Context: an optimization exercise on an open-source flow, tuned for small area and a short achievable clock period. The choices shown serve that exercise and are no tape-out recipe.
The RTL was checked by simulation tests, not by an equivalence proof against the original design.
Power is estimated from default activity; no workload was simulated.

Design zorder_core, start of the top module:
module zorder_core #(
    parameter D = 4
) (
    input  wire            clk,
    input  wire [3:0]      cmd,
    input  wire [63:0]     a,
    input  wire [63:0]     b,
    input  wire [D*64-1:0] p,
    input  wire [D*64-1:0] q,
    output wire [63:0]     res
);
Size in the first run: ~3300 cells after synthesis, roughly 710 I/O pins, ~23000 sq um of cells after synthesis.
clock: 16.0 ns
lec_check: 0
cap_margin: 20
core_margin: 2
core_utilization: 35
slew_margin: 20
tns_end_percent: 0
standard.sh (not shown) runs the stock make flow with config.mk's settings and CLKGATE_MAP_FILE= SYNTH_SCRIPT=/design/flow/synth_recipe.tcl, a recipe that flattens the netlist after the stock synthesis.
==> flow/flow/run.sh <==
#!/bin/bash
# Standard layout, with three changes:
# - synthesis leaves adders to ABC instead of mapping them onto the
#   library's half/full-adder cells (ADDER_MAP_FILE empty);
# - the smallest plain buffer on every port;
# - timing repair aims for 9 ns of setup slack, on the worst path only.
set -euo pipefail
export ADDER_MAP_FILE=
export BUFFER_PORTS_ARGS="-buffer_cell sky130_fd_sc_hd__buf_1"
export SETUP_SLACK_MARGIN=9
bash standard.sh > standard_flow.log 2>&1
==> next run, changes <==
==> flow/flow/run.sh (replaced) <==
#!/bin/bash
# Standard layout, with three changes:
# - synthesis leaves adders to ABC instead of mapping them onto the
#   library's half/full-adder cells (ADDER_MAP_FILE empty);
# - the smallest plain buffer on every port;
# - timing repair aims for 12 ns of setup slack, on the worst path only.
set -euo pipefail
export ADDER_MAP_FILE=
export BUFFER_PORTS_ARGS="-buffer_cell sky130_fd_sc_hd__buf_1"
export SETUP_SLACK_MARGIN=12
bash standard.sh > standard_flow.log 2>&1
=> The changed run finished clean. Synthesized cell count stays the same. Maximum frequency came out lower by a few percent. Routed wire length came out higher slightly. Global-route usage barely changes. Utilization stays flat.
==> next run, changes <==
==> flow/flow/run.sh (replaced) <==
#!/bin/bash
# Standard layout, with three changes:
# - synthesis leaves adders to ABC instead of mapping them onto the
#   library's half/full-adder cells (ADDER_MAP_FILE empty);
# - the smallest plain buffer on every port;
# - timing repair aims for 10 ns of setup slack.
set -euo pipefail
export ADDER_MAP_FILE=
export BUFFER_PORTS_ARGS="-buffer_cell sky130_fd_sc_hd__buf_1"
export SETUP_SLACK_MARGIN=10
bash standard.sh > standard_flow.log 2>&1
Settings changed: TNS_END_PERCENT 0 to unset.
Wire length increases slightly.
Power decreases slightly.
Critical path depth is unchanged.
Core utilization increases by 1.9 points.
Die area is unchanged.
Global-route usage decreases by 0.18 points.


Starting RTL as in the previous note.
==> flow/config.mk <==
export PLATFORM = sky130hd
export DESIGN_NAME = zorder_core
export DESIGN_NICKNAME = zorder_core
export VERILOG_FILES = /design/flow/design.v
export SDC_FILE = /design/flow/constraint.sdc
export NUM_CORES = 4
export LEC_CHECK = 0
export CAP_MARGIN = 20
export CORE_MARGIN = 2
export CORE_UTILIZATION = 35
export SLEW_MARGIN = 20
export SYNTH_HIERARCHICAL = 1
export SYNTH_MINIMUM_KEEP_SIZE = 200
export TNS_END_PERCENT = 0
==> flow/constraint.sdc <==
create_clock -name core_clock -period 16.0 [get_ports {clk}]
set_input_delay 3.2000 -clock core_clock [delete_from_list [all_inputs] [get_ports {clk}]]
set_output_delay 3.2000 -clock core_clock [all_outputs]
set_load 0.01 [all_outputs]
==> flow/flow/run.sh <==
#!/bin/bash
# Standard layout, with these changes:
# - synthesis (flow/synth_fast.tcl, otherwise the standard flow's synthesis script) has
#   ABC map the logic with a delay target of 1000 ps using yosys's own ABC
#   script, and leaves adders to ABC (ADDER_MAP_FILE empty); with
#   SYNTH_HIERARCHICAL the larger modules are mapped one by one;
# - the smallest plain buffer on every port;
# - timing repair aims for 9 ns of setup slack, on the worst path only.
set -euo pipefail
export ADDER_MAP_FILE=
export FAST_ABC_D=1000
export BUFFER_PORTS_ARGS="-buffer_cell sky130_fd_sc_hd__buf_1"
export SETUP_SLACK_MARGIN=9
sed "s#SYNTH_SCRIPT=[^ ]*#SYNTH_SCRIPT=$PWD/flow/synth_fast.tcl#" standard.sh > standard_fast.sh
bash standard_fast.sh > standard_flow.log 2>&1
==> flow/flow/synth_fast.tcl <==
# The standard flow's synthesis script, with ABC mapping the logic against a delay
# target (yosys's own ABC script with -D) instead of ORFS's speed script.
proc abc {args} {
  set a {}
  set skip 0
  foreach x $args {
    if { $skip } { set skip 0; continue }
    if { $x eq "-script" } { set skip 1; continue }
    lappend a $x
  }
  yosys abc {*}$a -D $::env(FAST_ABC_D)
}
proc synth {args} { yosys synth -nofsm -noshare {*}$args }
source $::env(SCRIPTS_DIR)/synth.tcl
# left out here: clear keep_hierarchy, flatten, clean up, hide names made inside functions, write 1_2_yosys.v
Edit:
==> flow/flow/run.sh (replaced) <==
#!/bin/bash
# Standard layout, with two changes:
# - synthesis leaves adders to ABC instead of mapping them onto the
#   library's half/full-adder cells (ADDER_MAP_FILE empty);
# - the smallest plain buffer on every port.
set -euo pipefail
export ADDER_MAP_FILE=
export BUFFER_PORTS_ARGS="-buffer_cell sky130_fd_sc_hd__buf_1"
bash standard.sh > standard_flow.log 2>&1
SETUP_SLACK_MARGIN = 5   (was unset)
SYNTH_HIERARCHICAL = unset   (was 1)
SYNTH_MINIMUM_KEEP_SIZE = unset   (was 200)
TNS_END_PERCENT = unset   (was 0)
removed: flow/flow/synth_fast.tcl
Result: Total power falls by 1.1%. Fmax falls by 2.5%. Design area rises by 2.3%. Setup slack is worse by 0.20 ns. Clock-buffer cell count falls by 1. Sequential share of layout area falls by 0.30 points. Routed wire length rises by 0.65%. Area after synthesis rises by 4.9%. First-iteration DRC count rises by 8.8%.
Edit:
==> flow/flow/run.sh (replaced) <==
#!/bin/bash
# Standard layout, with these changes:
# - synthesis (flow/synth_fast.tcl, otherwise the standard flow's synthesis script) has
#   ABC map the logic with a delay target of 2000 ps using yosys's own ABC
#   script, and leaves adders to ABC (ADDER_MAP_FILE empty);
# - the smallest plain buffer on every port;
# - timing repair aims for 9 ns of setup slack, on the worst path only.
set -euo pipefail
export ADDER_MAP_FILE=
export FAST_ABC_D=2000
export BUFFER_PORTS_ARGS="-buffer_cell sky130_fd_sc_hd__buf_1"
export SETUP_SLACK_MARGIN=9
sed "s#SYNTH_SCRIPT=[^ ]*#SYNTH_SCRIPT=$PWD/flow/synth_fast.tcl#" standard.sh > standard_fast.sh
bash standard_fast.sh > standard_flow.log 2>&1
==> flow/flow/synth_fast.tcl (new file) <==
# The standard flow's synthesis script, with ABC mapping the logic against a delay
# target (yosys's own ABC script with -D) instead of ORFS's speed script.
proc abc {args} {
  set a {}
  set skip 0
  foreach x $args {
    if { $skip } { set skip 0; continue }
    if { $x eq "-script" } { set skip 1; continue }
    lappend a $x
  }
  yosys abc {*}$a -D $::env(FAST_ABC_D)
}
proc synth {args} { yosys synth -nofsm -noshare {*}$args }
source $::env(SCRIPTS_DIR)/synth.tcl
# left out here: clear keep_hierarchy, flatten, clean up, hide names made inside functions, write 1_2_yosys.v
SETUP_SLACK_MARGIN = unset   (was 5)
TNS_END_PERCENT = 0   (was unset)
Total power falls by 0.87%.
Maximum frequency rises by about 0.8%.
Setup slack gains 0.066 ns.
Clock power falls by about 5%.
Edit:
--- a/flow/flow/run.sh
+++ b/flow/flow/run.sh
@@ -3,3 +3,3 @@
 # - synthesis (flow/synth_fast.tcl, otherwise the standard flow's synthesis script) has
-#   ABC map the logic with a delay target of 2000 ps using yosys's own ABC
+#   ABC map the logic with a delay target of 4000 ps using yosys's own ABC
 #   script, and leaves adders to ABC (ADDER_MAP_FILE empty);
@@ -9,3 +9,3 @@
 export ADDER_MAP_FILE=
-export FAST_ABC_D=2000
+export FAST_ABC_D=4000
 export BUFFER_PORTS_ARGS="-buffer_cell sky130_fd_sc_hd__buf_1"
CORE_UTILIZATION = 55   (was 35)
With this change the flow died in 3_2_place_iop.
Synthesized cell count stays the same.
Synthesized area shrinks by 0.71%.

==> port drivers added, routing unchanged <==
How much do the figures lean on ideal ports? The routed layouts below were timed once more, with nothing changed but the port constraints.
Step 1, drivers: a clkbuf_16 drives clk and a buf_2 each remaining input, both assumed.
Step 2 adds t to the input delays and takes it off the output delays; t is the mean of the earliest and latest rising clock arrival at the registers after step 1. Input paths then give back, and output paths get back, about the clock's delay inside the block.
Three values: ideal, step 1, step 2; two values: the first two.
run	t, ns	setup slack, ns	pins driven straight from the clock port
the first run of note 1	0.520	8.723 / 8.665 / 8.374	1
the second run of note 1	0.516	8.547 / 8.489 / 8.137	1
the third run of note 1	0.520	8.624 / 8.569 / 9.089	1
the first run of note 2	0.492	8.218 / 8.162 / 8.456	1
the second run of note 2	0.518	8.016 / 7.960 / 8.110	1
the third run of note 2	0.516	8.082 / 8.024 / 8.023	1
After both steps setup and hold are still met in every run listed. The setup slack of the second run of note 1, which loses most, moves by -0.058 ns with the drivers and by -0.410 ns with both steps.
